This design comes from an exercise in tuning for small area, a short achievable clock period and few clock cycles on the open sky130 flow, not from production work. RTL that was checked went through simulation tests only; none was proved equivalent to the original.

==> inputs of run a <==
## bmp_reduce
module bmp_reduce #(
    parameter MAXW = 128
) (
    input  wire       clk,
    input  wire       rst,
    input  wire       start,
    input  wire [7:0] cfg_width,      
    input  wire       cfg_bpp4,       
    input  wire [1:0] cfg_dither,     
    input  wire [6:0] cfg_bright,     
    input  wire [6:0] cfg_contrast,   
    input  wire       cfg_order,      
    input  wire       cfg_invert,     
    input  wire       in_valid,
    output wire       in_ready,
    input  wire [7:0] in_b,
    input  wire [7:0] in_g,
    input  wire [7:0] in_r,
    output reg        out_valid,
    input  wire       out_ready,
    output wire [7:0] out_data
);
clock: 46.0 ns
lec_check: 0
cap_margin: 20
core_margin: 2
core_utilization: 40
slew_margin: 20
run.sh (not shown) runs the stock make flow with config.mk's settings and CLKGATE_MAP_FILE= SYNTH_SCRIPT=/design/flow/synth_recipe.tcl, a recipe that flattens the netlist after the stock synthesis.
==> inputs of run b, as changes to run a <==
--- a/flow/design.v
+++ b/flow/design.v
@@ -36,65 +36,77 @@
             contrast <= cfg_contrast;
             order    <= cfg_order;
             invert   <= cfg_invert;
         end
     end
     wire [7:0] wm1    = width - 8'd1;
     wire       fsmode = !bpp4 && dither[0];
     reg        in_ready_r;
+    reg        va;           
+    reg        da;           
+    reg        pr;           
     reg  [7:0] xi;           
     reg  [6:0] g;            
-    reg  [1:0] z;            
+    reg  [1:0] zl;           
     assign in_ready = in_ready_r;
     wire accept = in_valid && in_ready_r;
     wire pop    = out_valid && out_ready;
-    wire       last_in = (xi == wm1);
-    wire       done_in = bpp4 ? (xi[0] || last_in) : (&xi[2:0] || last_in);
-    wire [7:0] xi_inc  = xi + 8'd1;
-    wire       done_nx = last_in ? (wm1 == 8'd0)
-                       : bpp4 ? (xi_inc[0] || xi_inc == wm1)
-                              : (&xi_inc[2:0] || xi_inc == wm1);
-    wire [2:0] s0 = {1'b0, z} + {2'b0, done_in};
-    wire [2:0] s1 = s0 + {2'b0, done_nx};
-    wire ok_a0 = pop ? (s0 <= 3'd4) : (s0 <= 3'd3);
-    wire ok_a1 = pop ? (s1 <= 3'd4) : (s1 <= 3'd3);
-    wire space_ok = accept ? ok_a1 : ok_a0;
-    wire g_wrap   = ({1'b0, g} >= wm1);
+    wire [7:0] xi_nx  = (xi == wm1) ? 8'd0 : xi + 8'd1;
+    wire [7:0] xc     = va ? xi_nx : xi;                  
+    wire [7:0] xc_nx  = (xc == wm1) ? 8'd0 : xc + 8'd1;
+    wire       dn0    = (xc == wm1) || (bpp4 ? xc[0] : &xc[2:0]);
+    wire       dn1    = (xc_nx == wm1) || (bpp4 ? xc_nx[0] : &xc_nx[2:0]);
+    wire [2:0] zc     = {1'b0, zl} + {2'b0, da} - {2'b0, pr};    
+    wire [2:0] c0  = zc + {2'b0, dn0};
+    wire [2:0] c1  = c0 + {2'b0, dn1};
+    wire ok00 = (c0 <= 3'd3);
+    wire ok01 = (c0 <= 3'd4);
+    wire ok10 = (c1 <= 3'd3);
+    wire ok11 = (c1 <= 3'd4);
+    wire [6:0] gn = va ? 7'd1 : ({1'b0, g} >= wm1) ? 7'd1 : g + 7'd1;
+    wire g_wrap   = ({1'b0, gn} >= wm1);
     wire w_small  = (wm1[7:1] == 7'd0);
-    wire phase_ok = !fsmode || (w_small ? !accept : (accept || g_wrap));
+    wire ph0 = !fsmode || (!w_small && g_wrap) || w_small;    
+    wire ph1 = !fsmode || !w_small;                           
+    wire rdy_a0 = ph0 && (out_ready && out_valid ? ok01 : ok00);
+    wire rdy_a1 = ph1 && (out_ready && out_valid ? ok11 : ok10);
     always @(posedge clk) begin
         if (rst) begin
             in_ready_r <= 1'b0;
-            z          <= 2'd0;
+            va         <= 1'b0;
+            da         <= 1'b0;
+            pr         <= 1'b0;
+            zl         <= 2'd0;
         end else begin
-            in_ready_r <= start || (phase_ok && space_ok);
-            z          <= z + {1'b0, accept && done_in} - {1'b0, pop};
+            in_ready_r <= start || (accept ? rdy_a1 : rdy_a0);
+            va         <= accept;
+            da         <= accept && dn0;
+            pr         <= pop;
+            zl         <= zc[1:0];
         end
     end
     always @(posedge clk) begin
         if (start) begin
             xi <= 8'd0;
             g  <= 7'h7f;
         end else begin
-            if (accept)
-                xi <= last_in ? 8'd0 : xi_inc;
-            g <= (accept || g_wrap) ? 7'd1 : g + 7'd1;
+            if (va)
+                xi <= xi_nx;
+            g <= gn;
         end
     end
-    reg va, vb, vc, ve, v2;
+    reg vb, vc, ve, v2;
     always @(posedge clk) begin
         if (rst) begin
-            va <= 1'b0;
             vb <= 1'b0;
             vc <= 1'b0;
             ve <= 1'b0;
             v2 <= 1'b0;
         end else begin
-            va <= accept;
             vb <= va;
             vc <= vb && !bpp4;
             ve <= vc;
             v2 <= ve;
         end
     end
     reg [7:0] ra, ga, ba;
     always @(posedge clk) begin
@@ -813,39 +825,51 @@
         end
     end
     always @(posedge clk) begin
         if (proc)
             acc <= packed_byte;
     end
     wire       push = proc && byte_done;
     wire [7:0] pd   = packed_byte ^ {8{invert}};
-    reg  [1:0] n;
-    reg  [7:0] q0, q1, q2;
+    reg  [7:0] q0, s0, s1;
+    reg        k1, k2;
+    reg        rp, wp;
     assign out_data = q0;
+    wire       take    = out_ready || !out_valid;      
+    wire [7:0] s_rd    = rp ? s1 : s0;
     always @(posedge clk) begin
-        if (pop ? (n >= 2'd2) : 1'b0)
-            q0 <= q1;
-        else if (pop || n == 2'd0)
-            q0 <= pd;
-        if (pop ? (n == 2'd3) : 1'b0)
-            q1 <= q2;
-        else if (pop ? (n == 2'd2) : (n == 2'd1))
-            q1 <= pd;
-        if (pop ? (n == 2'd3) : (n == 2'd2))
-            q2 <= pd;
+        if (take)
+            q0 <= k1 ? s_rd : pd;
+        if (push && !wp)
+            s0 <= pd;
+        if (push && wp)
+            s1 <= pd;
     end
-    wire [1:0] n_next = n + {1'b0, push} - {1'b0, pop};
+    wire k_in_t  = push && k1;         
+    wire k_in_h  = push;               
     always @(posedge clk) begin
         if (rst) begin
-            n         <= 2'd0;
             out_valid <= 1'b0;
+            k1        <= 1'b0;
+            k2        <= 1'b0;
+            rp        <= 1'b0;
+            wp        <= 1'b0;
         end else begin
-            n         <= n_next;
-            out_valid <= (n_next != 2'd0);
+            if (take) begin
+                out_valid <= k1 || push;
+                k1 <= k2 || k_in_t;
+                k2 <= k2 && k_in_t;
+                rp <= rp ^ k1;
+                wp <= wp ^ k_in_t;
+            end else begin
+                k1 <= k1 || k_in_h;
+                k2 <= k2 || (k1 && k_in_h);
+                wp <= wp ^ k_in_h;
+            end
         end
     end
 endmodule
 module bmp_reduce_enc (input wire [6:0] m, output reg [5:0] c);
     always @(*) begin
         case (m)
             7'd0: c = 6'd0;
             7'd1: c = 6'd0;
==> flow/flow/run.sh (new file) <==
#!/bin/bash
# Standard layout, but the port buffers are buf_2 cells instead of the
# buffer_ports default (clkdlybuf4s50_1), which is slower and larger.
set -euo pipefail
export BUFFER_PORTS_ARGS="-buffer_cell sky130_fd_sc_hd__buf_2"
bash standard.sh > flow_standard.log 2>&1
==> flow/standard.sh (new file) <==
#!/bin/bash
# synth_recipe.tcl (not shown) runs the flow's synth.tcl, then flattens the netlist and writes it again
# the make line also repeats each setting of config.mk as NAME=value (left out here)
make -C /OpenROAD-flow-scripts/flow DESIGN_CONFIG=/design/flow/config.mk WORK_HOME=/design/flow/orfs CLKGATE_MAP_FILE= SYNTH_SCRIPT=/design/flow/synth_recipe.tcl "${@:-finish}"
Settings changed: CORE_UTILIZATION 40 to 60, CTS_CLUSTER_DIAMETER from default to 80, CTS_CLUSTER_SIZE from default to 30.
removed: flow/run.sh
==> inputs of run c, as changes to run a <==
==> flow/flow/run.sh (new file) <==
#!/bin/bash
# Standard layout, but the port buffers are buf_2 cells instead of the
# buffer_ports default (clkdlybuf4s50_1), which is slower and larger.
set -euo pipefail
export BUFFER_PORTS_ARGS="-buffer_cell sky130_fd_sc_hd__buf_2"
bash standard.sh > flow_standard.log 2>&1
==> flow/standard.sh (new file) <==
#!/bin/bash
# synth_recipe.tcl (not shown) runs the flow's synth.tcl, then flattens the netlist and writes it again
# the make line also repeats each setting of config.mk as NAME=value (left out here)
make -C /OpenROAD-flow-scripts/flow DESIGN_CONFIG=/design/flow/config.mk WORK_HOME=/design/flow/orfs CLKGATE_MAP_FILE= SYNTH_SCRIPT=/design/flow/synth_recipe.tcl "${@:-finish}"
Settings changed: CORE_UTILIZATION 40 to 60, CTS_CLUSTER_DIAMETER from default to 80, CTS_CLUSTER_SIZE from default to 30.
removed: flow/run.sh
==> comparison table <==
quantity                                                           run a                    run b                    run c
Actual slew at the worst max-slew pin                            1060 ps                  1090 ps                  1070 ps
Area used by multi-input combinational logic                   17300 µm²                18200 µm²                17400 µm²
Capture point of the critical path                              in_ready                 in_ready                out_valid
Post-Place Setup Slack                                          34810 ps                 35430 ps                 35090 ps
HPWL Detailed                                                   55300 µm                 58600 µm                 58000 µm
Seq_cells                                                           1075                     1079                     1075
Share of synthesized area spent on multiplexers                   0.0187                   0.0247                   0.0187
Worst slew margin                                                  0.276                    0.275                    0.279
Multi-input combinational cell count                                2080                     2137                     2080
Path depth of the worst reg2reg path                                  31                       32                       30
TritonCTS buffer count                                                99                       49                       48
Status                                           complete, no violations  complete, no violations  complete, no violations
Worst slack on hold paths                                         311 ps                   295 ps                   323 ps
Worst-path clk slew                                                60 ps                   110 ps                   110 ps
Total routing usage reported by global routing                     0.151                    0.223                    0.230
Start point of the critical path                   in_ready_r$_SDFF_PP0_    in_ready_r$_SDFF_PP0_     out_valid$_SDFF_PP0_
Maximum fanout count along the critical path                           3                        2                        3
Avg Synthesized Cell Area                                       11.3 µm²                 11.3 µm²                 11.3 µm²
Testbench counts of run a, summed over its fixed seeds: cycles 30,136.
Testbench counts of run b, summed over its fixed seeds: cycles 30,136.
Testbench counts of run c, summed over its fixed seeds: cycles 30,136.

==> build 30: inputs <==
Another version of the RTL of bmp_reduce (not shown whole).
Design bmp_reduce, start of the top module:
module bmp_reduce #(
    parameter MAXW = 128
) (
    input  wire       clk,
    input  wire       rst,
    input  wire       start,
    input  wire [7:0] cfg_width,      
    input  wire       cfg_bpp4,       
    input  wire [1:0] cfg_dither,     
    input  wire [6:0] cfg_bright,     
    input  wire [6:0] cfg_contrast,   
    input  wire       cfg_order,      
    input  wire       cfg_invert,     
    input  wire       in_valid,
    output wire       in_ready,
    input  wire [7:0] in_b,
    input  wire [7:0] in_g,
    input  wire [7:0] in_r,
    output reg        out_valid,
    input  wire       out_ready,
    output wire [7:0] out_data
);
==> module bmp_reduce_cadd, before the edit <==
module bmp_reduce_cadd (
    input  wire [7:0] v,
    input  wire       neg,
    input  wire [5:0] mag,
    output wire [7:0] r
);
    wire [8:0] dif = {1'b0, v} - {3'b0, mag};
    wire [8:0] sum = {1'b0, v} + {3'b0, mag};
    assign r = neg ? (dif[8] ? 8'd0 : dif[7:0]) : (sum[8] ? 8'd255 : sum[7:0]);
endmodule
clock: 46.0 ns
lec_check: 0
cap_margin: 20
core_margin: 2
core_utilization: 60
cts_cluster_diameter: 80
cts_cluster_size: 30
slew_margin: 20
standard.sh (not shown) runs the stock make flow with config.mk's settings and CLKGATE_MAP_FILE= SYNTH_SCRIPT=/design/flow/synth_recipe.tcl, a recipe that flattens the netlist after the stock synthesis.
==> flow/flow/run.sh <==
#!/bin/bash
# Standard layout, but the port buffers are buf_2 cells instead of the
# buffer_ports default (clkdlybuf4s50_1), which is slower and larger.
set -euo pipefail
export BUFFER_PORTS_ARGS="-buffer_cell sky130_fd_sc_hd__buf_2"
bash standard.sh > flow_standard.log 2>&1
==> build 92: changes against build 30 <==
--- a/flow/design.v
+++ b/flow/design.v
@@ -1211,6 +1211,5 @@
     output wire [7:0] r
 );
-    wire [8:0] dif = {1'b0, v} - {3'b0, mag};
-    wire [8:0] sum = {1'b0, v} + {3'b0, mag};
-    assign r = neg ? (dif[8] ? 8'd0 : dif[7:0]) : (sum[8] ? 8'd255 : sum[7:0]);
+    wire [8:0] s = {1'b0, v} + ({3'b0, mag} ^ {9{neg}}) + {8'd0, neg};
+    assign r = s[8] ? {8{!neg}} : s[7:0];
 endmodule
--- a/flow/config.mk
+++ b/flow/config.mk
@@ -9,5 +9,5 @@
 export CORE_MARGIN = 2
 export CORE_UTILIZATION = 60
-export CTS_CLUSTER_DIAMETER = 80
+export CTS_CLUSTER_DIAMETER = 200
 export CTS_CLUSTER_SIZE = 30
 export SLEW_MARGIN = 20
==> impl_metrics.prom <==
# TYPE chip_impl_metric gauge
chip_impl_metric{name="clk_share",unit=""} 0.0260
chip_impl_info{name="status",value="complete, no violations"} 1
chip_impl_metric{name="cts_made_buffers",unit=""} 41
chip_impl_metric{name="detailroute.wirelength.met2",unit="um"} 37300
chip_impl_metric{name="critical_path_arrival",unit="ns"} 1.18
chip_impl_metric{name="routed_via_density",unit=""} 5.34
chip_impl_metric{name="multiInputGateArea",unit="um^2"} 17300
-- figures above: build 92

==> impl_metrics.prom <==
# TYPE chip_impl_metric gauge
chip_impl_metric{name="cts_made_buffers",unit=""} 48
chip_impl_info{name="yosys.area.top_type",value="sky130_fd_sc_hd__dfxtp_1"} 1
chip_impl_info{name="status",value="complete, no violations"} 1
chip_impl_metric{name="critical_path_arrival",unit="ns"} 1.17
chip_impl_metric{name="final.signal_buffer_count",unit=""} 89
chip_impl_info{name="final_common_cell",value="sky130_fd_sc_hd__dfxtp_1"} 1
chip_impl_metric{name="multiInputGateArea",unit="um^2"} 17600
chip_impl_metric{name="routed_via_density",unit=""} 5.40
chip_impl_metric{name="clk_share",unit=""} 0.0360
-- figures above: build 30

Testbench counts of build 92, summed over its fixed seeds: cycles 30,096.
Function not checked in build 30: the RTL went through the layout flow alone.

static timing again, ports no longer ideal:
The results above use ideal ports. As a check the final layouts listed here were re-extracted and re-timed, cells and wires unchanged. Step 1 assumes that a clkbuf_16 drives the clock port and a buf_2 every other input. Step 2 moves the port delays by t, midway between the first and last clock arrival at a register: inputs arrive t later, outputs are due t later. That takes back most of the time a late clock gives input paths. Slacks: no drivers / after step 1 / after step 2; pairs: no drivers / after step 1.
run | shift t [ns] | setup WS [ns] | worst setup path at the end
run a | 0.712 | 35.222 / 35.160 / 34.761 | input to register
run b | 0.699 | 35.584 / 35.519 / 35.440 | input to register
run c | 0.683 | 35.597 / 35.534 / 35.053 | input to register
build 30 | 0.694 | 35.634 / 35.569 / 35.543 | input to register
build 92 | 0.677 | 35.622 / 35.559 / 35.316 | input to register
After both steps setup and hold are still met in every run listed. For run c, which loses most, drivers alone change the setup slack by -0.063 ns; drivers and shift together by -0.544 ns.
